Source: an optimization exercise on an open RTL-to-GDS flow (aim: small area, a short achievable clock period and few clock cycles per item). Production flows keep margins and buffers that such runs may drop.
The RTL was checked by simulation tests, not by an equivalence proof against the original design.

==> flow/design.v, too long to show whole: its modules and the start of the top module <==
// module fxled_csc: 740 lines
// module fx_m1: 1375 lines
// module fx_m2: 876 lines
// module fx_m3: 901 lines
module fxled_csc (
    input  wire        clk,
    input  wire        rst,         
    input  wire        in_valid,
    output wire        in_ready,
    input  wire        op,          
    input  wire [31:0] x0,          
    input  wire [31:0] x1,          
    input  wire [31:0] x2,          
    output reg         out_valid,
    output wire [31:0] y0,          
    output wire [31:0] y1,          
    output wire [31:0] y2           
);
  // ...
==> flow/run.sh <==
#!/bin/bash
# synth_recipe.tcl (not shown) runs the flow's synth.tcl, then flattens the netlist and writes it again
# the make line also repeats each setting of config.mk as NAME=value (left out here)
make -C /OpenROAD-flow-scripts/flow DESIGN_CONFIG=/design/flow/config.mk WORK_HOME=/design/flow/orfs CLKGATE_MAP_FILE= SYNTH_SCRIPT=/design/flow/synth_recipe.tcl finish
==> flow/config.mk <==
export PLATFORM = sky130hd
export DESIGN_NAME = fxled_csc
export DESIGN_NICKNAME = fxled_csc
export VERILOG_FILES = /design/flow/design.v
export SDC_FILE = /design/flow/constraint.sdc
export NUM_CORES = 4
export LEC_CHECK = 0
export ABC_AREA = 1
export CAP_MARGIN = 30
export CORE_MARGIN = 2
export CORE_UTILIZATION = 60
export SLEW_MARGIN = 40
==> flow/constraint.sdc <==
create_clock -name core_clock -period 15.0 [get_ports {clk}]
set_input_delay 3.0000 -clock core_clock [delete_from_list [all_inputs] [get_ports {clk}]]
set_output_delay 3.0000 -clock core_clock [all_outputs]
set_load 0.01 [all_outputs]
==> flow_summary.json, run 1 <==
{
  "status": "timing/DRC/antenna clean",
  "clkbuf_count": 256,
  "synth_mux_area_share_pct": 0.1147,
  "placed_area_um2": 132000,
  "dieWidth_um": 465.2,
  "dp.final_hpwl_um": 294900,
  "met2WireLength_um": 175500,
  "grt_antenna_before_repair": 22,
  "nFillCells": 17500,
  "final_antenna_net_count": 0,
  "start_kind": "register",
  "numCtsBuffers": 204,
  "cts_tree": "built",
  "cp_common_cell": "nand2_1",
  "routed_wl_um": 395800,
  "top_layer": "met5",
  "io_buffers": 184,
  "synth_edf_count": 103,
  "first_pass_iters": 9,
  "nFlopsAndLatches": 2008,
  "yosys_register_bits": 2008,
  "routed_via_density": 5.917,
  "synth_flop_cell": "dfxtp_1",
  "num_vias": 107900,
  "fin_skew_ns": 0.09240,
  "slew_violations": 0,
  "critPathMaxFanout": 33,
  "finalSetupTns_ns": 0,
  "nNetsFinal": 17050
}
Testbench counts, summed over its fixed seeds: cycles 8,646, items 8,000.
==> module fxled_csc, before the edit <==
module fxled_csc (
    input  wire        clk,
    input  wire        rst,         
    input  wire        in_valid,
    output wire        in_ready,
    input  wire        op,          
    input  wire [31:0] x0,          
    input  wire [31:0] x1,          
    input  wire [31:0] x2,          
    output reg         out_valid,
    output wire [31:0] y0,          
    output wire [31:0] y1,          
    output wire [31:0] y2           
);
    reg        rdy, hld;
    reg        v0, op0;
    reg [31:0] a0, a1, a2;
    reg        ge_rg, ge_gb, ge_rb, eq_rg, eq_gb, eq_rb;
    assign in_ready = rdy;
    wire take  = in_valid & rdy;
    wire stall = take & ~op & v0 & ~op0;
    always @(posedge clk) begin
        if (rst) begin
            rdy <= 1'b1;
            hld <= 1'b0;
            v0  <= 1'b0;
        end else begin
            rdy <= ~stall;
            hld <= stall;
            if (!hld) v0 <= in_valid;
        end
        if (!hld) begin
            op0 <= op;
            ge_rg <= (x0[15:0] >= x1[15:0]);
            ge_gb <= (x1[15:0] >= x2[15:0]);
            ge_rb <= (x0[15:0] >= x2[15:0]);
            eq_rg <= (x0[15:0] == x1[15:0]);
            eq_gb <= (x1[15:0] == x2[15:0]);
            eq_rb <= (x0[15:0] == x2[15:0]);
            a0 <= x0;
            a1 <= x1;
            a2 <= x2;
        end
    end
    reg [15:1] vld;
    reg [15:1] opk;
    always @(posedge clk) begin
        if (rst) begin
            vld       <= 15'd0;
            out_valid <= 1'b0;
        end else begin
            vld       <= {vld[14:1], v0 & ~hld};
            out_valid <= vld[15];
        end
        opk <= {opk[14:1], op0};
    end
    wire signed [31:0] hh = a0;
    wire signed [31:0] ss = a1;
    wire signed [31:0] vv = a2;
    wire signed [48:0] vt = $signed({vv, 16'd0}) - vv + 49'sd67108864;
    wire        [15:0] vc = vt[48] ? 16'd0 : (|vt[47:43] ? 16'hFFFF : vt[42:27]);
    wire signed [34:0] h6 = $signed({hh, 2'b00}) + $signed({hh, 1'b0});
    wire        [7:0]  hi = h6[34:27];
    wire        [26:0] hf = h6[26:0];
    reg         [2:0]  hsx;
    always @(*) begin
        case (hi)
            8'd0: hsx = 3'd0;
            8'd1: hsx = 3'd1;
            8'd2: hsx = 3'd2;
            8'd3: hsx = 3'd3;
            8'd4: hsx = 3'd4;
            8'd5: hsx = 3'd5;
            8'd6: hsx = 3'd0;
            8'd7: hsx = 3'd1;
            8'd8: hsx = 3'd2;
            8'd9: hsx = 3'd3;
            8'd10: hsx = 3'd4;
            8'd11: hsx = 3'd5;
            8'd12: hsx = 3'd0;
            8'd13: hsx = 3'd1;
            8'd14: hsx = 3'd2;
            8'd15: hsx = 3'd3;
            8'd16: hsx = 3'd4;
            8'd17: hsx = 3'd5;
            8'd18: hsx = 3'd0;
            8'd19: hsx = 3'd1;
            8'd20: hsx = 3'd2;
            8'd21: hsx = 3'd3;
            8'd22: hsx = 3'd4;
            8'd23: hsx = 3'd5;
            8'd24: hsx = 3'd0;
            8'd25: hsx = 3'd1;
            8'd26: hsx = 3'd2;
            8'd27: hsx = 3'd3;
            8'd28: hsx = 3'd4;
            8'd29: hsx = 3'd5;
            8'd30: hsx = 3'd0;
            8'd31: hsx = 3'd1;
            8'd32: hsx = 3'd2;
            8'd33: hsx = 3'd3;
            8'd34: hsx = 3'd4;
            8'd35: hsx = 3'd5;
            8'd36: hsx = 3'd0;
            8'd37: hsx = 3'd1;
            8'd38: hsx = 3'd2;
            8'd39: hsx = 3'd3;
            8'd40: hsx = 3'd4;
            8'd41: hsx = 3'd5;
            8'd42: hsx = 3'd0;
            8'd43: hsx = 3'd1;
            8'd44: hsx = 3'd2;
            8'd45: hsx = 3'd3;
            8'd46: hsx = 3'd4;
            8'd47: hsx = 3'd5;
            8'd48: hsx = 3'd0;
            8'd49: hsx = 3'd1;
            8'd50: hsx = 3'd2;
            8'd51: hsx = 3'd3;
            8'd52: hsx = 3'd4;
            8'd53: hsx = 3'd5;
            8'd54: hsx = 3'd0;
            8'd55: hsx = 3'd1;
            8'd56: hsx = 3'd2;
            8'd57: hsx = 3'd3;
            8'd58: hsx = 3'd4;
            8'd59: hsx = 3'd5;
            8'd60: hsx = 3'd0;
            8'd61: hsx = 3'd1;
            8'd62: hsx = 3'd2;
            8'd63: hsx = 3'd3;
            8'd64: hsx = 3'd4;
            8'd65: hsx = 3'd5;
            8'd66: hsx = 3'd0;
            8'd67: hsx = 3'd1;
            8'd68: hsx = 3'd2;
            8'd69: hsx = 3'd3;
            8'd70: hsx = 3'd4;
            8'd71: hsx = 3'd5;
            8'd72: hsx = 3'd0;
            8'd73: hsx = 3'd1;
            8'd74: hsx = 3'd2;
            8'd75: hsx = 3'd3;
            8'd76: hsx = 3'd4;
            8'd77: hsx = 3'd5;
            8'd78: hsx = 3'd0;
            8'd79: hsx = 3'd1;
            8'd80: hsx = 3'd2;
            8'd81: hsx = 3'd3;
            8'd82: hsx = 3'd4;
            8'd83: hsx = 3'd5;
            8'd84: hsx = 3'd0;
            8'd85: hsx = 3'd1;
            8'd86: hsx = 3'd2;
            8'd87: hsx = 3'd3;
            8'd88: hsx = 3'd4;
            8'd89: hsx = 3'd5;
            8'd90: hsx = 3'd0;
            8'd91: hsx = 3'd1;
            8'd92: hsx = 3'd2;
            8'd93: hsx = 3'd3;
            8'd94: hsx = 3'd4;
            8'd95: hsx = 3'd5;
            8'd96: hsx = 3'd0;
            8'd97: hsx = 3'd1;
            8'd98: hsx = 3'd2;
            8'd99: hsx = 3'd3;
            8'd100: hsx = 3'd4;
            8'd101: hsx = 3'd5;
            8'd102: hsx = 3'd0;
            8'd103: hsx = 3'd1;
            8'd104: hsx = 3'd2;
            8'd105: hsx = 3'd3;
            8'd106: hsx = 3'd4;
            8'd107: hsx = 3'd5;
            8'd108: hsx = 3'd0;
            8'd109: hsx = 3'd1;
            8'd110: hsx = 3'd2;
            8'd111: hsx = 3'd3;
            8'd112: hsx = 3'd4;
            8'd113: hsx = 3'd5;
            8'd114: hsx = 3'd0;
            8'd115: hsx = 3'd1;
            8'd116: hsx = 3'd2;
            8'd117: hsx = 3'd3;
            8'd118: hsx = 3'd4;
            8'd119: hsx = 3'd5;
            8'd120: hsx = 3'd0;
            8'd121: hsx = 3'd1;
            8'd122: hsx = 3'd2;
            8'd123: hsx = 3'd3;
            8'd124: hsx = 3'd4;
            8'd125: hsx = 3'd5;
            8'd126: hsx = 3'd0;
            8'd127: hsx = 3'd1;
            8'd128: hsx = 3'd4;
            8'd129: hsx = 3'd5;
            8'd130: hsx = 3'd0;
            8'd131: hsx = 3'd1;
            8'd132: hsx = 3'd2;
            8'd133: hsx = 3'd3;
            8'd134: hsx = 3'd4;
            8'd135: hsx = 3'd5;
            8'd136: hsx = 3'd0;
            8'd137: hsx = 3'd1;
            8'd138: hsx = 3'd2;
            8'd139: hsx = 3'd3;
            8'd140: hsx = 3'd4;
            8'd141: hsx = 3'd5;
            8'd142: hsx = 3'd0;
            8'd143: hsx = 3'd1;
            8'd144: hsx = 3'd2;
            8'd145: hsx = 3'd3;
            8'd146: hsx = 3'd4;
            8'd147: hsx = 3'd5;
            8'd148: hsx = 3'd0;
            8'd149: hsx = 3'd1;
            8'd150: hsx = 3'd2;
            8'd151: hsx = 3'd3;
            8'd152: hsx = 3'd4;
            8'd153: hsx = 3'd5;
            8'd154: hsx = 3'd0;
            8'd155: hsx = 3'd1;
            8'd156: hsx = 3'd2;
            8'd157: hsx = 3'd3;
            8'd158: hsx = 3'd4;
            8'd159: hsx = 3'd5;
            8'd160: hsx = 3'd0;
            8'd161: hsx = 3'd1;
            8'd162: hsx = 3'd2;
            8'd163: hsx = 3'd3;
            8'd164: hsx = 3'd4;
            8'd165: hsx = 3'd5;
            8'd166: hsx = 3'd0;
            8'd167: hsx = 3'd1;
            8'd168: hsx = 3'd2;
            8'd169: hsx = 3'd3;
            8'd170: hsx = 3'd4;
            8'd171: hsx = 3'd5;
            8'd172: hsx = 3'd0;
            8'd173: hsx = 3'd1;
            8'd174: hsx = 3'd2;
            8'd175: hsx = 3'd3;
            8'd176: hsx = 3'd4;
            8'd177: hsx = 3'd5;
            8'd178: hsx = 3'd0;
            8'd179: hsx = 3'd1;
            8'd180: hsx = 3'd2;
            8'd181: hsx = 3'd3;
            8'd182: hsx = 3'd4;
            8'd183: hsx = 3'd5;
            8'd184: hsx = 3'd0;
            8'd185: hsx = 3'd1;
            8'd186: hsx = 3'd2;
            8'd187: hsx = 3'd3;
            8'd188: hsx = 3'd4;
            8'd189: hsx = 3'd5;
            8'd190: hsx = 3'd0;
            8'd191: hsx = 3'd1;
            8'd192: hsx = 3'd2;
            8'd193: hsx = 3'd3;
            8'd194: hsx = 3'd4;
            8'd195: hsx = 3'd5;
            8'd196: hsx = 3'd0;
            8'd197: hsx = 3'd1;
            8'd198: hsx = 3'd2;
            8'd199: hsx = 3'd3;
            8'd200: hsx = 3'd4;
            8'd201: hsx = 3'd5;
            8'd202: hsx = 3'd0;
            8'd203: hsx = 3'd1;
            8'd204: hsx = 3'd2;
            8'd205: hsx = 3'd3;
            8'd206: hsx = 3'd4;
            8'd207: hsx = 3'd5;
            8'd208: hsx = 3'd0;
            8'd209: hsx = 3'd1;
            8'd210: hsx = 3'd2;
            8'd211: hsx = 3'd3;
            8'd212: hsx = 3'd4;
            8'd213: hsx = 3'd5;
            8'd214: hsx = 3'd0;
            8'd215: hsx = 3'd1;
            8'd216: hsx = 3'd2;
            8'd217: hsx = 3'd3;
            8'd218: hsx = 3'd4;
            8'd219: hsx = 3'd5;
            8'd220: hsx = 3'd0;
            8'd221: hsx = 3'd1;
            8'd222: hsx = 3'd2;
            8'd223: hsx = 3'd3;
            8'd224: hsx = 3'd4;
            8'd225: hsx = 3'd5;
            8'd226: hsx = 3'd0;
            8'd227: hsx = 3'd1;
            8'd228: hsx = 3'd2;
            8'd229: hsx = 3'd3;
            8'd230: hsx = 3'd4;
            8'd231: hsx = 3'd5;
            8'd232: hsx = 3'd0;
            8'd233: hsx = 3'd1;
            8'd234: hsx = 3'd2;
            8'd235: hsx = 3'd3;
            8'd236: hsx = 3'd4;
            8'd237: hsx = 3'd5;
            8'd238: hsx = 3'd0;
            8'd239: hsx = 3'd1;
            8'd240: hsx = 3'd2;
            8'd241: hsx = 3'd3;
            8'd242: hsx = 3'd4;
            8'd243: hsx = 3'd5;
            8'd244: hsx = 3'd0;
            8'd245: hsx = 3'd1;
            8'd246: hsx = 3'd2;
            8'd247: hsx = 3'd3;
            8'd248: hsx = 3'd4;
            8'd249: hsx = 3'd5;
            8'd250: hsx = 3'd0;
            8'd251: hsx = 3'd1;
            8'd252: hsx = 3'd2;
            8'd253: hsx = 3'd3;
            8'd254: hsx = 3'd4;
            8'd255: hsx = 3'd5;
            default: hsx = 3'd0;
        endcase
    end
    wire [27:0] hg = hsx[0] ? {1'b0, hf} : (28'd134217728 - {1'b0, hf});
    wire [15:0] sen, se1, se2;
    assign sen[0] = ss[1];
    assign se1[0] = ss[0] ^ 1'b0;
    assign se2[0] = (ss[1] & ~ss[0] & ~1'b0) | (~ss[1] & ss[0] & 1'b0);
    assign sen[1] = ss[3];
    assign se1[1] = ss[2] ^ ss[1];
    assign se2[1] = (ss[3] & ~ss[2] & ~ss[1]) | (~ss[3] & ss[2] & ss[1]);
    assign sen[2] = ss[5];
    assign se1[2] = ss[4] ^ ss[3];
    assign se2[2] = (ss[5] & ~ss[4] & ~ss[3]) | (~ss[5] & ss[4] & ss[3]);
    assign sen[3] = ss[7];
    assign se1[3] = ss[6] ^ ss[5];
    assign se2[3] = (ss[7] & ~ss[6] & ~ss[5]) | (~ss[7] & ss[6] & ss[5]);
    assign sen[4] = ss[9];
    assign se1[4] = ss[8] ^ ss[7];
    assign se2[4] = (ss[9] & ~ss[8] & ~ss[7]) | (~ss[9] & ss[8] & ss[7]);
    assign sen[5] = ss[11];
    assign se1[5] = ss[10] ^ ss[9];
    assign se2[5] = (ss[11] & ~ss[10] & ~ss[9]) | (~ss[11] & ss[10] & ss[9]);
    assign sen[6] = ss[13];
    assign se1[6] = ss[12] ^ ss[11];
    assign se2[6] = (ss[13] & ~ss[12] & ~ss[11]) | (~ss[13] & ss[12] & ss[11]);
    assign sen[7] = ss[15];
    assign se1[7] = ss[14] ^ ss[13];
    assign se2[7] = (ss[15] & ~ss[14] & ~ss[13]) | (~ss[15] & ss[14] & ss[13]);
    assign sen[8] = ss[17];
    assign se1[8] = ss[16] ^ ss[15];
    assign se2[8] = (ss[17] & ~ss[16] & ~ss[15]) | (~ss[17] & ss[16] & ss[15]);
    assign sen[9] = ss[19];
    assign se1[9] = ss[18] ^ ss[17];
    assign se2[9] = (ss[19] & ~ss[18] & ~ss[17]) | (~ss[19] & ss[18] & ss[17]);
    assign sen[10] = ss[21];
    assign se1[10] = ss[20] ^ ss[19];
    assign se2[10] = (ss[21] & ~ss[20] & ~ss[19]) | (~ss[21] & ss[20] & ss[19]);
    assign sen[11] = ss[23];
    assign se1[11] = ss[22] ^ ss[21];
    assign se2[11] = (ss[23] & ~ss[22] & ~ss[21]) | (~ss[23] & ss[22] & ss[21]);
    assign sen[12] = ss[25];
    assign se1[12] = ss[24] ^ ss[23];
    assign se2[12] = (ss[25] & ~ss[24] & ~ss[23]) | (~ss[25] & ss[24] & ss[23]);
    assign sen[13] = ss[27];
    assign se1[13] = ss[26] ^ ss[25];
    assign se2[13] = (ss[27] & ~ss[26] & ~ss[25]) | (~ss[27] & ss[26] & ss[25]);
    assign sen[14] = ss[29];
    assign se1[14] = ss[28] ^ ss[27];
    assign se2[14] = (ss[29] & ~ss[28] & ~ss[27]) | (~ss[29] & ss[28] & ss[27]);
    assign sen[15] = ss[31];
    assign se1[15] = ss[30] ^ ss[29];
    assign se2[15] = (ss[31] & ~ss[30] & ~ss[29]) | (~ss[31] & ss[30] & ss[29]);
    reg [15:0] V1;
    reg [31:0] s1;
    reg [27:0] g1;
    reg [2:0]  sx1;
    reg [15:0] sbn1, sb11, sb21;
    always @(posedge clk) begin
        V1 <= vc; s1 <= ss; g1 <= hg; sx1 <= hsx;
        sbn1 <= sen; sb11 <= se1; sb21 <= se2;
    end
    wire [59:10] m1s, m1c;
    wire         m1k;
    fx_m1 u_m1 (.bn(sbn1), .b1(sb11), .b2(sb21), .b(g1), .s(m1s), .c(m1c), .cy(m1k));
    wire [49:10] m2s, m2c;
    wire         m2k;
    fx_m2 u_m2 (.a(V1), .b(s1), .e(V1), .s(m2s), .c(m2c), .cy(m2k));
    reg [59:10] ws2, wc2;
    reg         wk2;
    reg [49:10] ps2, pc2;
    reg         pk2;
    reg [15:0] V2;
    reg [2:0]  sx2;
    always @(posedge clk) begin
        ws2 <= m1s; wc2 <= m1c; wk2 <= m1k;
        ps2 <= m2s; pc2 <= m2c; pk2 <= m2k;
        V2 <= V1; sx2 <= sx1;
    end
    wire [49:0] wf = ws2 + wc2 + {49'd0, wk2};
    wire [39:0] pf = ps2 + pc2 + {39'd0, pk2};
    wire [15:0] pcl = pf[39] ? 16'd0 : (|pf[38:33] ? 16'hFFFF : pf[32:17]);
    reg [32:0] W3;
    reg [15:0] V3, P3;
    reg [2:0]  sx3;
    always @(posedge clk) begin
        W3 <= wf[49:17]; V3 <= V2; P3 <= pcl; sx3 <= sx2;
    end
    wire [49:10] m3s, m3c;
    wire         m3k;
    fx_m3 u_m3 (.a(V3), .b(W3), .e(V3), .s(m3s), .c(m3c), .cy(m3k));
    reg [49:10] qs4, qc4;
    reg         qk4;
    reg [15:0] V4, P4;
    reg [2:0]  sx4;
    always @(posedge clk) begin
        qs4 <= m3s; qc4 <= m3c; qk4 <= m3k;
        V4 <= V3; P4 <= P3; sx4 <= sx3;
    end
    wire [39:0] qt = qs4 + qc4 + {39'd0, qk4};
    wire [15:0] qtc = qt[39] ? 16'd0 : (|qt[38:33] ? 16'hFFFF : qt[32:17]);
    reg [15:0] hr_r, hr_g, hr_b;
    always @(*) begin
        case (sx4)
            3'd0: begin hr_r = V4;  hr_g = qtc; hr_b = P4;  end
            3'd1: begin hr_r = qtc; hr_g = V4;  hr_b = P4;  end
            3'd2: begin hr_r = P4;  hr_g = V4;  hr_b = qtc; end
            3'd3: begin hr_r = P4;  hr_g = qtc; hr_b = V4;  end
            3'd4: begin hr_r = qtc; hr_g = P4;  hr_b = V4;  end
            default: begin hr_r = V4; hr_g = P4; hr_b = qtc; end
        endcase
    end
    reg [47:0] hp [5:15];
    always @(posedge clk) begin
        hp[5] <= {hr_r, hr_g, hr_b};
        hp[6] <= hp[5];
        hp[7] <= hp[6];
        hp[8] <= hp[7];
        hp[9] <= hp[8];
        hp[10] <= hp[9];
        hp[11] <= hp[10];
        hp[12] <= hp[11];
        hp[13] <= hp[12];
        hp[14] <= hp[13];
        hp[15] <= hp[14];
    end
    wire [15:0] r1  = a0[15:0];
    wire [15:0] g1c = a1[15:0];
    wire [15:0] b1  = a2[15:0];
    wire ge_gr = ~ge_rg | eq_rg;
    wire ge_bg = ~ge_gb | eq_gb;
    wire ge_br = ~ge_rb | eq_rb;
    wire r_mx = ge_rg & ge_rb;
    wire g_mx = ge_gr & ge_gb;
    wire b_mx = ge_br & ge_bg;
    wire r_mn = ge_gr & ge_br & ~r_mx;
    wire g_mn = ge_rg & ge_bg & ~g_mx;
    wire b_mn = ge_rb & ge_gb & ~b_mx;
    wire r_md = ~r_mx & ~r_mn;
    wire g_md = ~g_mx & ~g_mn;
    wire b_md = ~b_mx & ~b_mn;
    wire sel_r = r_mx;
    wire sel_g = ~r_mx & g_mx;
    wire sel_b = ~r_mx & ~g_mx;
    wire [15:0] mx = sel_r ? r1 : (sel_g ? g1c : b1);
    wire        dz = ~(r_mn | g_mn | b_mn);
    wire [15:0] mn = r_mn ? r1 : (g_mn ? g1c : b1);
    wire [15:0] md = r_md ? r1 : (g_md ? g1c : b1);
    wire        hasmd = r_md | g_md | b_md;
    wire [15:0] dd = dz ? 16'd0 : (mx - mn);
    wire [15:0] mm = hasmd ? (mx - md) : 16'd0;
    wire p_mn = sel_r ? b_mn : (sel_g ? r_mn : g_mn);
    wire q_mn = sel_r ? g_mn : (sel_g ? b_mn : r_mn);
    wire hneg = sel_r ? g_md : (sel_g ? b_md : r_md);
    wire [2:0] kk = sel_r ? 3'd0 : (sel_g ? 3'd2 : 3'd4);
    wire [3:0]  chi  = {1'b0, kk} + 4'd6 + {3'd0, p_mn} - {3'd0, q_mn} - {3'd0, hneg};
    reg  [2:0]  rem0;
    always @(*) begin
        case (chi)
            4'd5: rem0 = 3'd5;  4'd6: rem0 = 3'd0;  4'd7: rem0 = 3'd1;
            4'd8: rem0 = 3'd2;  4'd9: rem0 = 3'd3;  4'd10: rem0 = 3'd4;
            4'd11: rem0 = 3'd5; default: rem0 = 3'd0;
        endcase
    end
    wire sone = ~dz & (mn == 16'd0);
    reg [15:0] sn2, sd2;
    reg        so2, sz2, sv2;
    always @(posedge clk) begin
        sn2 <= sone ? 16'd0 : dd; sd2 <= mx; so2 <= sone; sz2 <= dz;
        sv2 <= v0 & ~hld & ~op0 & ~rst;
    end
    reg [16:0] dr_0;
    reg [15:0] dd_0;
    reg [3:0]  fl_0;
    reg        dx_0;
    always @(posedge clk) begin
        dr_0 <= sv2 ? {sn2, 1'b0} : {mm, 1'b0};
        dd_0 <= ~(sv2 ? sd2 : dd);
        fl_0 <= sv2 ? {so2, sz2, 2'b00} : {rem0, hneg};
        dx_0 <= ~sv2;
    end
    function [17:0] drow;       
        input [16:0] r;
        input [15:0] dv;
        input        nb;
        reg   [17:0] t;
        reg   [18:0] df;
        begin
            t  = {r, nb};
            df = {1'b0, t} + {2'b11, dv, 1'b1} + 19'd1;
            drow = df[18] ? {1'b0, t[16:0]} : {1'b1, df[16:0]};
        end
    endfunction
    function [3:0] d6;          
        input [2:0] rm;
        input       bt;
        reg   [3:0] t;
        begin
            t  = {rm, bt};
            d6 = (t >= 4'd6) ? {1'b1, t[2:0] - 3'd6} : {1'b0, t[2:0]};
        end
    endfunction
    wire [17:0] y_1_0 = drow(dr_0, dd_0, 1'b0);
    wire [3:0]  z_1_0 = d6(fl_0[3:1], y_1_0[17] ^ fl_0[0]);
    wire [17:0] y_1_1 = drow(y_1_0[16:0], dd_0, 1'b0);
    wire [3:0]  z_1_1 = d6(z_1_0[2:0], y_1_1[17] ^ fl_0[0]);
    reg [16:0] dr_1;
    reg [15:0] dd_1;
    reg [3:0]  fl_1;
    reg        dx_1;
    reg [1:0] dq_1;
    always @(posedge clk) begin
        dr_1 <= y_1_1[16:0]; dd_1 <= dd_0; dx_1 <= dx_0;
        fl_1 <= dx_0 ? {z_1_1[2:0], fl_0[0]} : fl_0;
        dq_1 <= {(dx_0 ? z_1_0[3] : y_1_0[17]), (dx_0 ? z_1_1[3] : y_1_1[17])};
    end
    wire [17:0] y_2_0 = drow(dr_1, dd_1, 1'b0);
    wire [3:0]  z_2_0 = d6(fl_1[3:1], y_2_0[17] ^ fl_1[0]);
    wire [17:0] y_2_1 = drow(y_2_0[16:0], dd_1, 1'b0);
    wire [3:0]  z_2_1 = d6(z_2_0[2:0], y_2_1[17] ^ fl_1[0]);
    reg [16:0] dr_2;
    reg [15:0] dd_2;
    reg [3:0]  fl_2;
    reg        dx_2;
    reg [3:0] dq_2;
    always @(posedge clk) begin
        dr_2 <= y_2_1[16:0]; dd_2 <= dd_1; dx_2 <= dx_1;
        fl_2 <= dx_1 ? {z_2_1[2:0], fl_1[0]} : fl_1;
        dq_2 <= {dq_1, (dx_1 ? z_2_0[3] : y_2_0[17]), (dx_1 ? z_2_1[3] : y_2_1[17])};
    end
    wire [17:0] y_3_0 = drow(dr_2, dd_2, 1'b0);
    wire [3:0]  z_3_0 = d6(fl_2[3:1], y_3_0[17] ^ fl_2[0]);
    wire [17:0] y_3_1 = drow(y_3_0[16:0], dd_2, 1'b0);
    wire [3:0]  z_3_1 = d6(z_3_0[2:0], y_3_1[17] ^ fl_2[0]);
    reg [16:0] dr_3;
    reg [15:0] dd_3;
    reg [3:0]  fl_3;
    reg        dx_3;
    reg [5:0] dq_3;
    always @(posedge clk) begin
        dr_3 <= y_3_1[16:0]; dd_3 <= dd_2; dx_3 <= dx_2;
        fl_3 <= dx_2 ? {z_3_1[2:0], fl_2[0]} : fl_2;
        dq_3 <= {dq_2, (dx_2 ? z_3_0[3] : y_3_0[17]), (dx_2 ? z_3_1[3] : y_3_1[17])};
    end
    wire [17:0] y_4_0 = drow(dr_3, dd_3, 1'b0);
    wire [3:0]  z_4_0 = d6(fl_3[3:1], y_4_0[17] ^ fl_3[0]);
    wire [17:0] y_4_1 = drow(y_4_0[16:0], dd_3, 1'b0);
    wire [3:0]  z_4_1 = d6(z_4_0[2:0], y_4_1[17] ^ fl_3[0]);
    reg [16:0] dr_4;
    reg [15:0] dd_4;
    reg [3:0]  fl_4;
    reg        dx_4;
    reg [7:0] dq_4;
    always @(posedge clk) begin
        dr_4 <= y_4_1[16:0]; dd_4 <= dd_3; dx_4 <= dx_3;
        fl_4 <= dx_3 ? {z_4_1[2:0], fl_3[0]} : fl_3;
        dq_4 <= {dq_3, (dx_3 ? z_4_0[3] : y_4_0[17]), (dx_3 ? z_4_1[3] : y_4_1[17])};
    end
    wire [17:0] y_5_0 = drow(dr_4, dd_4, 1'b0);
    wire [3:0]  z_5_0 = d6(fl_4[3:1], y_5_0[17] ^ fl_4[0]);
    wire [17:0] y_5_1 = drow(y_5_0[16:0], dd_4, 1'b0);
    wire [3:0]  z_5_1 = d6(z_5_0[2:0], y_5_1[17] ^ fl_4[0]);
    reg [16:0] dr_5;
    reg [15:0] dd_5;
    reg [3:0]  fl_5;
    reg        dx_5;
    reg [9:0] dq_5;
    always @(posedge clk) begin
        dr_5 <= y_5_1[16:0]; dd_5 <= dd_4; dx_5 <= dx_4;
        fl_5 <= dx_4 ? {z_5_1[2:0], fl_4[0]} : fl_4;
        dq_5 <= {dq_4, (dx_4 ? z_5_0[3] : y_5_0[17]), (dx_4 ? z_5_1[3] : y_5_1[17])};
    end
    wire [17:0] y_6_0 = drow(dr_5, dd_5, 1'b0);
    wire [3:0]  z_6_0 = d6(fl_5[3:1], y_6_0[17] ^ fl_5[0]);
    wire [17:0] y_6_1 = drow(y_6_0[16:0], dd_5, ~dd_5[15]);
    wire [3:0]  z_6_1 = d6(z_6_0[2:0], y_6_1[17] ^ fl_5[0]);
    reg [16:0] dr_6;
    reg [15:0] dd_6;
    reg [3:0]  fl_6;
    reg        dx_6;
    reg [11:0] dq_6;
    always @(posedge clk) begin
        dr_6 <= y_6_1[16:0]; dd_6 <= dd_5; dx_6 <= dx_5;
        fl_6 <= dx_5 ? {z_6_1[2:0], fl_5[0]} : fl_5;
        dq_6 <= {dq_5, (dx_5 ? z_6_0[3] : y_6_0[17]), (dx_5 ? z_6_1[3] : y_6_1[17])};
    end
    wire [17:0] y_7_0 = drow(dr_6, dd_6, ~dd_6[14]);
    wire [3:0]  z_7_0 = d6(fl_6[3:1], y_7_0[17] ^ fl_6[0]);
    wire [17:0] y_7_1 = drow(y_7_0[16:0], dd_6, ~dd_6[13]);
    wire [3:0]  z_7_1 = d6(z_7_0[2:0], y_7_1[17] ^ fl_6[0]);
    reg [16:0] dr_7;
    reg [15:0] dd_7;
    reg [3:0]  fl_7;
    reg        dx_7;
    reg [13:0] dq_7;
    always @(posedge clk) begin
        dr_7 <= y_7_1[16:0]; dd_7 <= dd_6; dx_7 <= dx_6;
        fl_7 <= dx_6 ? {z_7_1[2:0], fl_6[0]} : fl_6;
        dq_7 <= {dq_6, (dx_6 ? z_7_0[3] : y_7_0[17]), (dx_6 ? z_7_1[3] : y_7_1[17])};
    end
    wire [17:0] y_8_0 = drow(dr_7, dd_7, ~dd_7[12]);
    wire [3:0]  z_8_0 = d6(fl_7[3:1], y_8_0[17] ^ fl_7[0]);
    wire [17:0] y_8_1 = drow(y_8_0[16:0], dd_7, ~dd_7[11]);
    wire [3:0]  z_8_1 = d6(z_8_0[2:0], y_8_1[17] ^ fl_7[0]);
    reg [16:0] dr_8;
    reg [15:0] dd_8;
    reg [3:0]  fl_8;
    reg        dx_8;
    reg [15:0] dq_8;
    always @(posedge clk) begin
        dr_8 <= y_8_1[16:0]; dd_8 <= dd_7; dx_8 <= dx_7;
        fl_8 <= dx_7 ? {z_8_1[2:0], fl_7[0]} : fl_7;
        dq_8 <= {dq_7, (dx_7 ? z_8_0[3] : y_8_0[17]), (dx_7 ? z_8_1[3] : y_8_1[17])};
    end
    wire [17:0] y_9_0 = drow(dr_8, dd_8, ~dd_8[10]);
    wire [3:0]  z_9_0 = d6(fl_8[3:1], y_9_0[17] ^ fl_8[0]);
    wire [17:0] y_9_1 = drow(y_9_0[16:0], dd_8, ~dd_8[9]);
    wire [3:0]  z_9_1 = d6(z_9_0[2:0], y_9_1[17] ^ fl_8[0]);
    reg [16:0] dr_9;
    reg [15:0] dd_9;
    reg [3:0]  fl_9;
    reg        dx_9;
    reg [17:0] dq_9;
    always @(posedge clk) begin
        dr_9 <= y_9_1[16:0]; dd_9 <= dd_8; dx_9 <= dx_8;
        fl_9 <= dx_8 ? {z_9_1[2:0], fl_8[0]} : fl_8;
        dq_9 <= {dq_8, (dx_8 ? z_9_0[3] : y_9_0[17]), (dx_8 ? z_9_1[3] : y_9_1[17])};
    end
    wire [17:0] y_10_0 = drow(dr_9, dd_9, ~dd_9[8]);
    wire [3:0]  z_10_0 = d6(fl_9[3:1], y_10_0[17] ^ fl_9[0]);
    wire [17:0] y_10_1 = drow(y_10_0[16:0], dd_9, ~dd_9[7]);
    wire [3:0]  z_10_1 = d6(z_10_0[2:0], y_10_1[17] ^ fl_9[0]);
    reg [16:0] dr_10;
    reg [15:0] dd_10;
    reg [3:0]  fl_10;
    reg        dx_10;
    reg [19:0] dq_10;
    always @(posedge clk) begin
        dr_10 <= y_10_1[16:0]; dd_10 <= dd_9; dx_10 <= dx_9;
        fl_10 <= dx_9 ? {z_10_1[2:0], fl_9[0]} : fl_9;
        dq_10 <= {dq_9, (dx_9 ? z_10_0[3] : y_10_0[17]), (dx_9 ? z_10_1[3] : y_10_1[17])};
    end
    wire [17:0] y_11_0 = drow(dr_10, dd_10, ~dd_10[6]);
    wire [3:0]  z_11_0 = d6(fl_10[3:1], y_11_0[17] ^ fl_10[0]);
    wire [17:0] y_11_1 = drow(y_11_0[16:0], dd_10, ~dd_10[5]);
    wire [3:0]  z_11_1 = d6(z_11_0[2:0], y_11_1[17] ^ fl_10[0]);
    reg [16:0] dr_11;
    reg [15:0] dd_11;
    reg [3:0]  fl_11;
    reg        dx_11;
    reg [21:0] dq_11;
    always @(posedge clk) begin
        dr_11 <= y_11_1[16:0]; dd_11 <= dd_10; dx_11 <= dx_10;
        fl_11 <= dx_10 ? {z_11_1[2:0], fl_10[0]} : fl_10;
        dq_11 <= {dq_10, (dx_10 ? z_11_0[3] : y_11_0[17]), (dx_10 ? z_11_1[3] : y_11_1[17])};
    end
    wire [17:0] y_12_0 = drow(dr_11, dd_11, ~dd_11[4]);
    wire [3:0]  z_12_0 = d6(fl_11[3:1], y_12_0[17] ^ fl_11[0]);
    wire [17:0] y_12_1 = drow(y_12_0[16:0], dd_11, ~dd_11[3]);
    wire [3:0]  z_12_1 = d6(z_12_0[2:0], y_12_1[17] ^ fl_11[0]);
    reg [16:0] dr_12;
    reg [15:0] dd_12;
    reg [3:0]  fl_12;
    reg        dx_12;
    reg [23:0] dq_12;
    always @(posedge clk) begin
        dr_12 <= y_12_1[16:0]; dd_12 <= dd_11; dx_12 <= dx_11;
        fl_12 <= dx_11 ? {z_12_1[2:0], fl_11[0]} : fl_11;
        dq_12 <= {dq_11, (dx_11 ? z_12_0[3] : y_12_0[17]), (dx_11 ? z_12_1[3] : y_12_1[17])};
    end
    wire [17:0] y_13_0 = drow(dr_12, dd_12, ~dd_12[2]);
    wire [3:0]  z_13_0 = d6(fl_12[3:1], y_13_0[17] ^ fl_12[0]);
    wire [17:0] y_13_1 = drow(y_13_0[16:0], dd_12, ~dd_12[1]);
    wire [3:0]  z_13_1 = d6(z_13_0[2:0], y_13_1[17] ^ fl_12[0]);
    reg [16:0] dr_13;
    reg [15:0] dd_13;
    reg [3:0]  fl_13;
    reg        dx_13;
    reg [25:0] dq_13;
    always @(posedge clk) begin
        dr_13 <= y_13_1[16:0]; dd_13 <= dd_12; dx_13 <= dx_12;
        fl_13 <= dx_12 ? {z_13_1[2:0], fl_12[0]} : fl_12;
        dq_13 <= {dq_12, (dx_12 ? z_13_0[3] : y_13_0[17]), (dx_12 ? z_13_1[3] : y_13_1[17])};
    end
    wire [17:0] yl = drow(dr_13, dd_13, ~dd_13[0]);
    wire [3:0]  zl = d6(fl_13[3:1], yl[17] ^ fl_13[0]);
    wire        hinc = ({1'b0, zl[2:0]} + (fl_13[0] ? 4'd4 : 4'd3)) >= 4'd6;
    reg  [26:0] hq0;
    reg         hq1;
    always @(posedge clk) begin
        hq0 <= {dq_13, zl[3]};
        hq1 <= hinc;
    end
    wire [26:0] hq = hq0 + {26'd0, hq1};
    wire        sso = fl_13[3];
    wire        sdz = fl_13[2];
    wire [27:0] ss_f = sso ? 28'd134217728 : {1'b0, dq_13, yl[17]};
    wire [15:0] smx = ~dd_13;
    wire [27:0] vv_f = {1'b0, smx, 11'd0} + {17'd0, ({1'b0, smx} + 17'd16) >> 5};
    wire [27:0] rh = sdz ? 28'd0 : {1'b0, hq};
    wire [27:0] rs = sdz ? 28'd0 : ss_f;
    reg [27:0] o0, o1, o2;
    always @(posedge clk) begin
        if (opk[15]) begin
            o0 <= {12'd0, hp[15][47:32]};
            o1 <= {12'd0, hp[15][31:16]};
            o2 <= {12'd0, hp[15][15:0]};
        end else begin
            o0 <= rh;
            o1 <= rs;
            o2 <= vv_f;
        end
    end
    assign y0 = {4'd0, o0};
    assign y1 = {4'd0, o1};
    assign y2 = {4'd0, o2};
endmodule
==> run 2: changes to the inputs <==
--- a/flow/design.v
+++ b/flow/design.v
@@ -514,6 +514,18 @@
             drow = df[18] ? {1'b0, t[16:0]} : {1'b1, df[16:0]};
         end
     endfunction
+    function [34:0] drow2;      
+        input [16:0] r;
+        input [15:0] dv;
+        input        nb;
+        reg   [17:0] t;
+        reg   [18:0] df;
+        begin
+            t  = {r, nb};
+            df = {1'b0, t} + {2'b11, dv, 1'b1} + 19'd1;
+            drow2 = {~df[18], df[16:0], t[16:0]};
+        end
+    endfunction
     function [3:0] d6;          
         input [2:0] rm;
         input       bt;
@@ -525,187 +537,213 @@
     endfunction
     wire [17:0] y_1_0 = drow(dr_0, dd_0, 1'b0);
     wire [3:0]  z_1_0 = d6(fl_0[3:1], y_1_0[17] ^ fl_0[0]);
-    wire [17:0] y_1_1 = drow(y_1_0[16:0], dd_0, 1'b0);
-    wire [3:0]  z_1_1 = d6(z_1_0[2:0], y_1_1[17] ^ fl_0[0]);
-    reg [16:0] dr_1;
+    wire [34:0] v_1_1 = drow2(y_1_0[16:0], dd_0, 1'b0);
+    wire [3:0]  z_1_1 = d6(z_1_0[2:0], v_1_1[34] ^ fl_0[0]);
+    reg [16:0] dt_1, df_1;
+    reg        ds_1;
     reg [15:0] dd_1;
     reg [3:0]  fl_1;
     reg        dx_1;
     reg [1:0] dq_1;
     always @(posedge clk) begin
-        dr_1 <= y_1_1[16:0]; dd_1 <= dd_0; dx_1 <= dx_0;
+        dt_1 <= v_1_1[16:0]; df_1 <= v_1_1[33:17]; ds_1 <= v_1_1[34];
+        dd_1 <= dd_0; dx_1 <= dx_0;
         fl_1 <= dx_0 ? {z_1_1[2:0], fl_0[0]} : fl_0;
-        dq_1 <= {(dx_0 ? z_1_0[3] : y_1_0[17]), (dx_0 ? z_1_1[3] : y_1_1[17])};
+        dq_1 <= {(dx_0 ? z_1_0[3] : y_1_0[17]), (dx_0 ? z_1_1[3] : v_1_1[34])};
     end
-    wire [17:0] y_2_0 = drow(dr_1, dd_1, 1'b0);
+    wire [17:0] y_2_0 = drow((ds_1 ? df_1 : dt_1), dd_1, 1'b0);
     wire [3:0]  z_2_0 = d6(fl_1[3:1], y_2_0[17] ^ fl_1[0]);
-    wire [17:0] y_2_1 = drow(y_2_0[16:0], dd_1, 1'b0);
-    wire [3:0]  z_2_1 = d6(z_2_0[2:0], y_2_1[17] ^ fl_1[0]);
-    reg [16:0] dr_2;
+    wire [34:0] v_2_1 = drow2(y_2_0[16:0], dd_1, 1'b0);
+    wire [3:0]  z_2_1 = d6(z_2_0[2:0], v_2_1[34] ^ fl_1[0]);
+    reg [16:0] dt_2, df_2;
+    reg        ds_2;
     reg [15:0] dd_2;
     reg [3:0]  fl_2;
     reg        dx_2;
     reg [3:0] dq_2;
     always @(posedge clk) begin
-        dr_2 <= y_2_1[16:0]; dd_2 <= dd_1; dx_2 <= dx_1;
+        dt_2 <= v_2_1[16:0]; df_2 <= v_2_1[33:17]; ds_2 <= v_2_1[34];
+        dd_2 <= dd_1; dx_2 <= dx_1;
         fl_2 <= dx_1 ? {z_2_1[2:0], fl_1[0]} : fl_1;
-        dq_2 <= {dq_1, (dx_1 ? z_2_0[3] : y_2_0[17]), (dx_1 ? z_2_1[3] : y_2_1[17])};
+        dq_2 <= {dq_1, (dx_1 ? z_2_0[3] : y_2_0[17]), (dx_1 ? z_2_1[3] : v_2_1[34])};
     end
-    wire [17:0] y_3_0 = drow(dr_2, dd_2, 1'b0);
+    wire [17:0] y_3_0 = drow((ds_2 ? df_2 : dt_2), dd_2, 1'b0);
     wire [3:0]  z_3_0 = d6(fl_2[3:1], y_3_0[17] ^ fl_2[0]);
-    wire [17:0] y_3_1 = drow(y_3_0[16:0], dd_2, 1'b0);
-    wire [3:0]  z_3_1 = d6(z_3_0[2:0], y_3_1[17] ^ fl_2[0]);
-    reg [16:0] dr_3;
+    wire [34:0] v_3_1 = drow2(y_3_0[16:0], dd_2, 1'b0);
+    wire [3:0]  z_3_1 = d6(z_3_0[2:0], v_3_1[34] ^ fl_2[0]);
+    reg [16:0] dt_3, df_3;
+    reg        ds_3;
     reg [15:0] dd_3;
     reg [3:0]  fl_3;
     reg        dx_3;
     reg [5:0] dq_3;
     always @(posedge clk) begin
-        dr_3 <= y_3_1[16:0]; dd_3 <= dd_2; dx_3 <= dx_2;
+        dt_3 <= v_3_1[16:0]; df_3 <= v_3_1[33:17]; ds_3 <= v_3_1[34];
+        dd_3 <= dd_2; dx_3 <= dx_2;
         fl_3 <= dx_2 ? {z_3_1[2:0], fl_2[0]} : fl_2;
-        dq_3 <= {dq_2, (dx_2 ? z_3_0[3] : y_3_0[17]), (dx_2 ? z_3_1[3] : y_3_1[17])};
+        dq_3 <= {dq_2, (dx_2 ? z_3_0[3] : y_3_0[17]), (dx_2 ? z_3_1[3] : v_3_1[34])};
     end
-    wire [17:0] y_4_0 = drow(dr_3, dd_3, 1'b0);
+    wire [17:0] y_4_0 = drow((ds_3 ? df_3 : dt_3), dd_3, 1'b0);
     wire [3:0]  z_4_0 = d6(fl_3[3:1], y_4_0[17] ^ fl_3[0]);
-    wire [17:0] y_4_1 = drow(y_4_0[16:0], dd_3, 1'b0);
-    wire [3:0]  z_4_1 = d6(z_4_0[2:0], y_4_1[17] ^ fl_3[0]);
-    reg [16:0] dr_4;
+    wire [34:0] v_4_1 = drow2(y_4_0[16:0], dd_3, 1'b0);
+    wire [3:0]  z_4_1 = d6(z_4_0[2:0], v_4_1[34] ^ fl_3[0]);
+    reg [16:0] dt_4, df_4;
+    reg        ds_4;
     reg [15:0] dd_4;
     reg [3:0]  fl_4;
     reg        dx_4;
     reg [7:0] dq_4;
     always @(posedge clk) begin
-        dr_4 <= y_4_1[16:0]; dd_4 <= dd_3; dx_4 <= dx_3;
+        dt_4 <= v_4_1[16:0]; df_4 <= v_4_1[33:17]; ds_4 <= v_4_1[34];
+        dd_4 <= dd_3; dx_4 <= dx_3;
         fl_4 <= dx_3 ? {z_4_1[2:0], fl_3[0]} : fl_3;
-        dq_4 <= {dq_3, (dx_3 ? z_4_0[3] : y_4_0[17]), (dx_3 ? z_4_1[3] : y_4_1[17])};
+        dq_4 <= {dq_3, (dx_3 ? z_4_0[3] : y_4_0[17]), (dx_3 ? z_4_1[3] : v_4_1[34])};
     end
-    wire [17:0] y_5_0 = drow(dr_4, dd_4, 1'b0);
+    wire [17:0] y_5_0 = drow((ds_4 ? df_4 : dt_4), dd_4, 1'b0);
     wire [3:0]  z_5_0 = d6(fl_4[3:1], y_5_0[17] ^ fl_4[0]);
-    wire [17:0] y_5_1 = drow(y_5_0[16:0], dd_4, 1'b0);
-    wire [3:0]  z_5_1 = d6(z_5_0[2:0], y_5_1[17] ^ fl_4[0]);
-    reg [16:0] dr_5;
+    wire [34:0] v_5_1 = drow2(y_5_0[16:0], dd_4, 1'b0);
+    wire [3:0]  z_5_1 = d6(z_5_0[2:0], v_5_1[34] ^ fl_4[0]);
+    reg [16:0] dt_5, df_5;
+    reg        ds_5;
     reg [15:0] dd_5;
     reg [3:0]  fl_5;
     reg        dx_5;
     reg [9:0] dq_5;
     always @(posedge clk) begin
-        dr_5 <= y_5_1[16:0]; dd_5 <= dd_4; dx_5 <= dx_4;
+        dt_5 <= v_5_1[16:0]; df_5 <= v_5_1[33:17]; ds_5 <= v_5_1[34];
+        dd_5 <= dd_4; dx_5 <= dx_4;
         fl_5 <= dx_4 ? {z_5_1[2:0], fl_4[0]} : fl_4;
-        dq_5 <= {dq_4, (dx_4 ? z_5_0[3] : y_5_0[17]), (dx_4 ? z_5_1[3] : y_5_1[17])};
+        dq_5 <= {dq_4, (dx_4 ? z_5_0[3] : y_5_0[17]), (dx_4 ? z_5_1[3] : v_5_1[34])};
     end
-    wire [17:0] y_6_0 = drow(dr_5, dd_5, 1'b0);
+    wire [17:0] y_6_0 = drow((ds_5 ? df_5 : dt_5), dd_5, 1'b0);
     wire [3:0]  z_6_0 = d6(fl_5[3:1], y_6_0[17] ^ fl_5[0]);
-    wire [17:0] y_6_1 = drow(y_6_0[16:0], dd_5, ~dd_5[15]);
-    wire [3:0]  z_6_1 = d6(z_6_0[2:0], y_6_1[17] ^ fl_5[0]);
-    reg [16:0] dr_6;
+    wire [34:0] v_6_1 = drow2(y_6_0[16:0], dd_5, ~dd_5[15]);
+    wire [3:0]  z_6_1 = d6(z_6_0[2:0], v_6_1[34] ^ fl_5[0]);
+    reg [16:0] dt_6, df_6;
+    reg        ds_6;
     reg [15:0] dd_6;
     reg [3:0]  fl_6;
     reg        dx_6;
     reg [11:0] dq_6;
     always @(posedge clk) begin
-        dr_6 <= y_6_1[16:0]; dd_6 <= dd_5; dx_6 <= dx_5;
+        dt_6 <= v_6_1[16:0]; df_6 <= v_6_1[33:17]; ds_6 <= v_6_1[34];
+        dd_6 <= dd_5; dx_6 <= dx_5;
         fl_6 <= dx_5 ? {z_6_1[2:0], fl_5[0]} : fl_5;
-        dq_6 <= {dq_5, (dx_5 ? z_6_0[3] : y_6_0[17]), (dx_5 ? z_6_1[3] : y_6_1[17])};
+        dq_6 <= {dq_5, (dx_5 ? z_6_0[3] : y_6_0[17]), (dx_5 ? z_6_1[3] : v_6_1[34])};
     end
-    wire [17:0] y_7_0 = drow(dr_6, dd_6, ~dd_6[14]);
+    wire [17:0] y_7_0 = drow((ds_6 ? df_6 : dt_6), dd_6, ~dd_6[14]);
     wire [3:0]  z_7_0 = d6(fl_6[3:1], y_7_0[17] ^ fl_6[0]);
-    wire [17:0] y_7_1 = drow(y_7_0[16:0], dd_6, ~dd_6[13]);
-    wire [3:0]  z_7_1 = d6(z_7_0[2:0], y_7_1[17] ^ fl_6[0]);
-    reg [16:0] dr_7;
+    wire [34:0] v_7_1 = drow2(y_7_0[16:0], dd_6, ~dd_6[13]);
+    wire [3:0]  z_7_1 = d6(z_7_0[2:0], v_7_1[34] ^ fl_6[0]);
+    reg [16:0] dt_7, df_7;
+    reg        ds_7;
     reg [15:0] dd_7;
     reg [3:0]  fl_7;
     reg        dx_7;
     reg [13:0] dq_7;
     always @(posedge clk) begin
-        dr_7 <= y_7_1[16:0]; dd_7 <= dd_6; dx_7 <= dx_6;
+        dt_7 <= v_7_1[16:0]; df_7 <= v_7_1[33:17]; ds_7 <= v_7_1[34];
+        dd_7 <= dd_6; dx_7 <= dx_6;
         fl_7 <= dx_6 ? {z_7_1[2:0], fl_6[0]} : fl_6;
-        dq_7 <= {dq_6, (dx_6 ? z_7_0[3] : y_7_0[17]), (dx_6 ? z_7_1[3] : y_7_1[17])};
+        dq_7 <= {dq_6, (dx_6 ? z_7_0[3] : y_7_0[17]), (dx_6 ? z_7_1[3] : v_7_1[34])};
     end
-    wire [17:0] y_8_0 = drow(dr_7, dd_7, ~dd_7[12]);
+    wire [17:0] y_8_0 = drow((ds_7 ? df_7 : dt_7), dd_7, ~dd_7[12]);
     wire [3:0]  z_8_0 = d6(fl_7[3:1], y_8_0[17] ^ fl_7[0]);
-    wire [17:0] y_8_1 = drow(y_8_0[16:0], dd_7, ~dd_7[11]);
-    wire [3:0]  z_8_1 = d6(z_8_0[2:0], y_8_1[17] ^ fl_7[0]);
-    reg [16:0] dr_8;
+    wire [34:0] v_8_1 = drow2(y_8_0[16:0], dd_7, ~dd_7[11]);
+    wire [3:0]  z_8_1 = d6(z_8_0[2:0], v_8_1[34] ^ fl_7[0]);
+    reg [16:0] dt_8, df_8;
+    reg        ds_8;
     reg [15:0] dd_8;
     reg [3:0]  fl_8;
     reg        dx_8;
     reg [15:0] dq_8;
     always @(posedge clk) begin
-        dr_8 <= y_8_1[16:0]; dd_8 <= dd_7; dx_8 <= dx_7;
+        dt_8 <= v_8_1[16:0]; df_8 <= v_8_1[33:17]; ds_8 <= v_8_1[34];
+        dd_8 <= dd_7; dx_8 <= dx_7;
         fl_8 <= dx_7 ? {z_8_1[2:0], fl_7[0]} : fl_7;
-        dq_8 <= {dq_7, (dx_7 ? z_8_0[3] : y_8_0[17]), (dx_7 ? z_8_1[3] : y_8_1[17])};
+        dq_8 <= {dq_7, (dx_7 ? z_8_0[3] : y_8_0[17]), (dx_7 ? z_8_1[3] : v_8_1[34])};
     end
-    wire [17:0] y_9_0 = drow(dr_8, dd_8, ~dd_8[10]);
+    wire [17:0] y_9_0 = drow((ds_8 ? df_8 : dt_8), dd_8, ~dd_8[10]);
     wire [3:0]  z_9_0 = d6(fl_8[3:1], y_9_0[17] ^ fl_8[0]);
-    wire [17:0] y_9_1 = drow(y_9_0[16:0], dd_8, ~dd_8[9]);
-    wire [3:0]  z_9_1 = d6(z_9_0[2:0], y_9_1[17] ^ fl_8[0]);
-    reg [16:0] dr_9;
+    wire [34:0] v_9_1 = drow2(y_9_0[16:0], dd_8, ~dd_8[9]);
+    wire [3:0]  z_9_1 = d6(z_9_0[2:0], v_9_1[34] ^ fl_8[0]);
+    reg [16:0] dt_9, df_9;
+    reg        ds_9;
     reg [15:0] dd_9;
     reg [3:0]  fl_9;
     reg        dx_9;
     reg [17:0] dq_9;
     always @(posedge clk) begin
-        dr_9 <= y_9_1[16:0]; dd_9 <= dd_8; dx_9 <= dx_8;
+        dt_9 <= v_9_1[16:0]; df_9 <= v_9_1[33:17]; ds_9 <= v_9_1[34];
+        dd_9 <= dd_8; dx_9 <= dx_8;
         fl_9 <= dx_8 ? {z_9_1[2:0], fl_8[0]} : fl_8;
-        dq_9 <= {dq_8, (dx_8 ? z_9_0[3] : y_9_0[17]), (dx_8 ? z_9_1[3] : y_9_1[17])};
+        dq_9 <= {dq_8, (dx_8 ? z_9_0[3] : y_9_0[17]), (dx_8 ? z_9_1[3] : v_9_1[34])};
     end
-    wire [17:0] y_10_0 = drow(dr_9, dd_9, ~dd_9[8]);
+    wire [17:0] y_10_0 = drow((ds_9 ? df_9 : dt_9), dd_9, ~dd_9[8]);
     wire [3:0]  z_10_0 = d6(fl_9[3:1], y_10_0[17] ^ fl_9[0]);
-    wire [17:0] y_10_1 = drow(y_10_0[16:0], dd_9, ~dd_9[7]);
-    wire [3:0]  z_10_1 = d6(z_10_0[2:0], y_10_1[17] ^ fl_9[0]);
-    reg [16:0] dr_10;
+    wire [34:0] v_10_1 = drow2(y_10_0[16:0], dd_9, ~dd_9[7]);
+    wire [3:0]  z_10_1 = d6(z_10_0[2:0], v_10_1[34] ^ fl_9[0]);
+    reg [16:0] dt_10, df_10;
+    reg        ds_10;
     reg [15:0] dd_10;
     reg [3:0]  fl_10;
     reg        dx_10;
     reg [19:0] dq_10;
     always @(posedge clk) begin
-        dr_10 <= y_10_1[16:0]; dd_10 <= dd_9; dx_10 <= dx_9;
+        dt_10 <= v_10_1[16:0]; df_10 <= v_10_1[33:17]; ds_10 <= v_10_1[34];
+        dd_10 <= dd_9; dx_10 <= dx_9;
         fl_10 <= dx_9 ? {z_10_1[2:0], fl_9[0]} : fl_9;
-        dq_10 <= {dq_9, (dx_9 ? z_10_0[3] : y_10_0[17]), (dx_9 ? z_10_1[3] : y_10_1[17])};
+        dq_10 <= {dq_9, (dx_9 ? z_10_0[3] : y_10_0[17]), (dx_9 ? z_10_1[3] : v_10_1[34])};
     end
-    wire [17:0] y_11_0 = drow(dr_10, dd_10, ~dd_10[6]);
+    wire [17:0] y_11_0 = drow((ds_10 ? df_10 : dt_10), dd_10, ~dd_10[6]);
     wire [3:0]  z_11_0 = d6(fl_10[3:1], y_11_0[17] ^ fl_10[0]);
-    wire [17:0] y_11_1 = drow(y_11_0[16:0], dd_10, ~dd_10[5]);
-    wire [3:0]  z_11_1 = d6(z_11_0[2:0], y_11_1[17] ^ fl_10[0]);
-    reg [16:0] dr_11;
+    wire [34:0] v_11_1 = drow2(y_11_0[16:0], dd_10, ~dd_10[5]);
+    wire [3:0]  z_11_1 = d6(z_11_0[2:0], v_11_1[34] ^ fl_10[0]);
+    reg [16:0] dt_11, df_11;
+    reg        ds_11;
     reg [15:0] dd_11;
     reg [3:0]  fl_11;
     reg        dx_11;
     reg [21:0] dq_11;
     always @(posedge clk) begin
-        dr_11 <= y_11_1[16:0]; dd_11 <= dd_10; dx_11 <= dx_10;
+        dt_11 <= v_11_1[16:0]; df_11 <= v_11_1[33:17]; ds_11 <= v_11_1[34];
+        dd_11 <= dd_10; dx_11 <= dx_10;
         fl_11 <= dx_10 ? {z_11_1[2:0], fl_10[0]} : fl_10;
-        dq_11 <= {dq_10, (dx_10 ? z_11_0[3] : y_11_0[17]), (dx_10 ? z_11_1[3] : y_11_1[17])};
+        dq_11 <= {dq_10, (dx_10 ? z_11_0[3] : y_11_0[17]), (dx_10 ? z_11_1[3] : v_11_1[34])};
     end
-    wire [17:0] y_12_0 = drow(dr_11, dd_11, ~dd_11[4]);
+    wire [17:0] y_12_0 = drow((ds_11 ? df_11 : dt_11), dd_11, ~dd_11[4]);
     wire [3:0]  z_12_0 = d6(fl_11[3:1], y_12_0[17] ^ fl_11[0]);
-    wire [17:0] y_12_1 = drow(y_12_0[16:0], dd_11, ~dd_11[3]);
-    wire [3:0]  z_12_1 = d6(z_12_0[2:0], y_12_1[17] ^ fl_11[0]);
-    reg [16:0] dr_12;
+    wire [34:0] v_12_1 = drow2(y_12_0[16:0], dd_11, ~dd_11[3]);
+    wire [3:0]  z_12_1 = d6(z_12_0[2:0], v_12_1[34] ^ fl_11[0]);
+    reg [16:0] dt_12, df_12;
+    reg        ds_12;
     reg [15:0] dd_12;
     reg [3:0]  fl_12;
     reg        dx_12;
     reg [23:0] dq_12;
     always @(posedge clk) begin
-        dr_12 <= y_12_1[16:0]; dd_12 <= dd_11; dx_12 <= dx_11;
+        dt_12 <= v_12_1[16:0]; df_12 <= v_12_1[33:17]; ds_12 <= v_12_1[34];
+        dd_12 <= dd_11; dx_12 <= dx_11;
         fl_12 <= dx_11 ? {z_12_1[2:0], fl_11[0]} : fl_11;
-        dq_12 <= {dq_11, (dx_11 ? z_12_0[3] : y_12_0[17]), (dx_11 ? z_12_1[3] : y_12_1[17])};
+        dq_12 <= {dq_11, (dx_11 ? z_12_0[3] : y_12_0[17]), (dx_11 ? z_12_1[3] : v_12_1[34])};
     end
-    wire [17:0] y_13_0 = drow(dr_12, dd_12, ~dd_12[2]);
+    wire [17:0] y_13_0 = drow((ds_12 ? df_12 : dt_12), dd_12, ~dd_12[2]);
     wire [3:0]  z_13_0 = d6(fl_12[3:1], y_13_0[17] ^ fl_12[0]);
-    wire [17:0] y_13_1 = drow(y_13_0[16:0], dd_12, ~dd_12[1]);
-    wire [3:0]  z_13_1 = d6(z_13_0[2:0], y_13_1[17] ^ fl_12[0]);
-    reg [16:0] dr_13;
+    wire [34:0] v_13_1 = drow2(y_13_0[16:0], dd_12, ~dd_12[1]);
+    wire [3:0]  z_13_1 = d6(z_13_0[2:0], v_13_1[34] ^ fl_12[0]);
+    reg [16:0] dt_13, df_13;
+    reg        ds_13;
     reg [15:0] dd_13;
     reg [3:0]  fl_13;
     reg        dx_13;
     reg [25:0] dq_13;
     always @(posedge clk) begin
-        dr_13 <= y_13_1[16:0]; dd_13 <= dd_12; dx_13 <= dx_12;
+        dt_13 <= v_13_1[16:0]; df_13 <= v_13_1[33:17]; ds_13 <= v_13_1[34];
+        dd_13 <= dd_12; dx_13 <= dx_12;
         fl_13 <= dx_12 ? {z_13_1[2:0], fl_12[0]} : fl_12;
-        dq_13 <= {dq_12, (dx_12 ? z_13_0[3] : y_13_0[17]), (dx_12 ? z_13_1[3] : y_13_1[17])};
+        dq_13 <= {dq_12, (dx_12 ? z_13_0[3] : y_13_0[17]), (dx_12 ? z_13_1[3] : v_13_1[34])};
     end
-    wire [17:0] yl = drow(dr_13, dd_13, ~dd_13[0]);
+    wire [17:0] yl = drow(ds_13 ? df_13 : dt_13, dd_13, ~dd_13[0]);
     wire [3:0]  zl = d6(fl_13[3:1], yl[17] ^ fl_13[0]);
     wire        hinc = ({1'b0, zl[2:0]} + (fl_13[0] ? 4'd4 : 4'd3)) >= 4'd6;
     reg  [26:0] hq0;
--- a/flow/config.mk
+++ b/flow/config.mk
@@ -6,7 +6,7 @@
 export NUM_CORES = 4
 export LEC_CHECK = 0
 export ABC_AREA = 1
-export CAP_MARGIN = 30
+export CAP_MARGIN = 50
 export CORE_MARGIN = 2
 export CORE_UTILIZATION = 60
-export SLEW_MARGIN = 40
+export SLEW_MARGIN = 60
==> flow_summary.json, run 2 <==
{
  "synth_area_per_cell_um2": 8.485,
  "finalSetupViolCount": 0,
  "fin_crit_ns": 5.602,
  "fp-row-count": 172,
  "async_flop_share_pct": 0,
  "reg2regPathDepth": 22,
  "post_cts_resized": 0,
  "die_h_um": 472.6,
  "start_util_pct": 60.15,
  "multi_input_area_um2": 75810,
  "nNetsFinal": 17340,
  "critPathMaxFanout": 21,
  "final_hold_viol_count": 0,
  "io_buffers": 184,
  "r2r-end": "df_8[14]$_DFF_P_",
  "synth_common_cells": "nand2_1 (2709), inv_1 (2201), dfxtp_1 (2120), xor2_1 (1272), o22ai_1 (943)",
  "mostFrequentLayoutCell": "nand2_1",
  "maxCapViolations": 0,
  "yosys_register_bits": 2223,
  "fin_skew_ns": 0.1113,
  "synth_top_area_share_pct": 32.21,
  "synth.most_common_cell": "nand2_1",
  "clk_latency_ns": 0.93,
  "numCtsBuffers": 217,
  "grt_antenna_before_repair": 16,
  "cp-endpoint": "df_8[14]$_DFF_P_",
  "yosys.cell_types.count": 65,
  "ys_seq_area_share_pct": 34.56,
  "routed_wl_um": 397200,
  "worstSetupStartpoint": "ds_7$_DFF_P_",
  "routedWlPerCell_um": 21.39,
  "ys_top_cells_by_area": "dfxtp_1 (32%), fa_1 (13%), ha_1 (8.5%), xor2_1 (8.5%), nand2_1 (7.7%)",
  "drt_iter0_markers": 9755,
  "status": "timing/DRC/antenna clean",
  "start_kind": "register",
  "clockBufferDepth": 3,
  "worstHoldPathType": "reg2reg",
  "grt_pass1_wl_um": 613400,
  "worst_slack_ns": 9.398,
  "final_antenna_net_count": 0,
  "core_area_um2": 219100,
  "final_cell_mix": "nand2_1 (2694), inv_1 (2145), dfxtp_1 (2094)",
  "remaining_drc_errors": 0,
  "finalCritPeriodShare_pct": 37.35,
  "yosysWarnings": 2,
  "num_vias": 107700,
  "reg2reg_from": "ds_7$_DFF_P_",
  "syn-cell-area_um2": 131800,
  "nFillCells": 17990,
  "grt_overflow": 0,
  "r2r_setup_slack_ns": 9.40,
  "max_slew_margin_pct": 55.82,
  "worstPathArrival_ns": 6.43,
  "routed_via_density": 5.800,
  "synth_flop_cell": "dfxtp_1",
  "hold_buffers": 0,
  "ctsRootBufferMaster": "clkbuf_16",
  "final_util_pct": 66.02,
  "tightest_slew_ns": 0.6558,
  "finalSetupTns_ns": 0,
  "first_pass_iters": 12,
  "gp_congestion": 1.008,
  "pre_cts_ws_ns": 9.489,
  "critPathRequiredTime_ns": 15.83,
  "dp.final_hpwl_um": 299200,
  "synth_edf_count": 103,
  "dieArea_um2": 223400,
  "largest_reg_flops": 528,
  "dieWidth_um": 472.6,
  "syn2layout_area_growth_pct": 9.763,
  "post_cts_buffers": 0,
  "grt_max_degree": 72,
  "largest-register": "hp",
  "fmax_mhz": 178.5,
  "h-tree-depth": 4,
  "io-pin-count": 198,
  "worst-setup-path-type": "reg2reg",
  "grt_setup_unrepaired": "false",
  "top_regs": "hp: 528 flops, wc2: 50 flops, ws2: 50 flops",
  "grt_pass1_vias": 110300,
  "regArea_um2": 45570,
  "grt.total_usage_pct": 35.01,
  "slew_violations": 0,
  "drive_gt1_share_pct": 5.097,
  "path_clk_slew_ns": 0.07,
  "end_kind": "register",
  "numClockSinks": 2223,
  "cts_tree": "built",
  "synth_cells": 15530,
  "synth.largest_area_cell": "dfxtp_1"
}
[run 2: cell count changes in the layout (fill, tap and decap cells not counted), sizes merged, moves of 17 or more]
| cell | delta |
|---|---|
| dfxtp | +215 |
| o211ai | +23 |
| nor2 | -50 |
| nand4 | -21 |
| a21boi | -18 |
| o21ai | -120 |
| xnor2 | -47 |
| nand2 | +359 |
| xor2 | +47 |
| buf | +17 |
| a21oi | -156 |
| o21bai | +21 |
[run 2: area by class of cell]
class | count | area share [%]
clock buffer | 271 | 4.140
antenna | 6 | 0.01038
clock inverter | 139 | 1.363
timing repair buffer | 334 | 2.144
tap | 2871 | 2.484
multi-input combinational | 10450 | 52.41
sequential | 2223 | 31.51
inverter | 2273 | 5.936
[run 2: worst min-delay path by stage]
stage | start | endpoint | slack [ns] | cells past startpoint
after floorplan | P3[0]$_SDFF_PN0_ | P4[0]$_DFF_P_ | 0.31 | 0
final | hp[8][24]$_DFF_P_ | hp[9][24]$_DFF_P_ | 0.28 | 0
after global placement | P3[14]$_SDFF_PN0_ | P4[14]$_DFF_P_ | 0.31 | 0
after global routing | dq_10[2]$_DFF_P_ | dq_11[4]$_DFF_P_ | 0.28 | 0
after CTS | hp[8][24]$_DFF_P_ | hp[9][24]$_DFF_P_ | 0.27 | 0
after detailed placement | V2[13]$_DFF_P_ | V3[13]$_DFF_P_ | 0.31 | 0
[run 2: per-stage QoR]
step                cell area (um^2)  instances  hold slack [ns]
floorplan                     131800      15540           0.3096
global route                  144600      18570           0.2772
global placement              136100      18140           0.3098
detailed placement            136500      18150           0.3120
CTS                           144400      18560           0.2665
finish                        144600      18570           0.2807
[run 2: cells by family (layout without fill, tap and decap cells)]
group	count (synthesis)	after routing	synth area share, %
compound gates	2799	2799	12.40
xor+xnor	1449	1449	9.631
flops	2223	2223	34.56
buf+inv	2866	3017	8.246
fa+ha+maj	1734	1734	21.25
simple gates	4445	4445	13.81
other cells	1	20	0.002846
mux	13	13	0.1073
[run 2: routing by layer]
metal,up-vias,global-route usage (%),wire length [um],share of wire (%)
li1,50290,-,-,-
met5,-,0,9,0.0023
met2,5125,57.87,183400,46
met3,1423,7.994,34990,8.8
met4,2,19.40,25520,6.4
met1,50870,42.24,153200,39
[run 2: worst max-delay path, cell delays in order (launching register included)]
cell and delay [ns]:
dfxtp_1 0.64, inv_1 0.39, or2_2 0.38, o21ai_0 0.11, inv_1 0.07, ha_1 0.34
nand3_1 0.12, nor3_1 0.28, nand4_1 0.17, nand3_2 0.34, inv_1 0.29, or2_1 0.27
o21ai_0 0.17, ha_1 0.32, nand2_1 0.07, nor2_1 0.04, a211oi_1 0.41, o221ai_1 0.30
a21boi_0 0.32, o21ai_0 0.17, nand2_1 0.09, nand2_1 0.06, xor2_1 0.14
Testbench counts of run 2, summed over its fixed seeds: cycles 8,646, items 8,000.

re-timing with driven ports:
In the flow no input, the clock included, has a driving cell. The finished layouts below were timed again as built, in two steps.
Step 1, drivers: a clkbuf_16 drives clk and a buf_2 each remaining input, both assumed.
Step 2 also shifts input and output timing later by t, the mid clock arrival at the registers, as if the neighbouring blocks saw the same clock.
a / b / c = no drivers / after step 1 / after step 2; a / b = the first two.
run	t, ns	slack for setup (ns)	worst setup path at the end	clock arrival spread, ns
run 1	0.974	9.315 / 9.315 / 9.315	register to register	0.133 / 0.133
run 2	0.965	9.398 / 9.398 / 9.398	register to register	0.142 / 0.142
After both steps setup and hold are still met in every run listed.
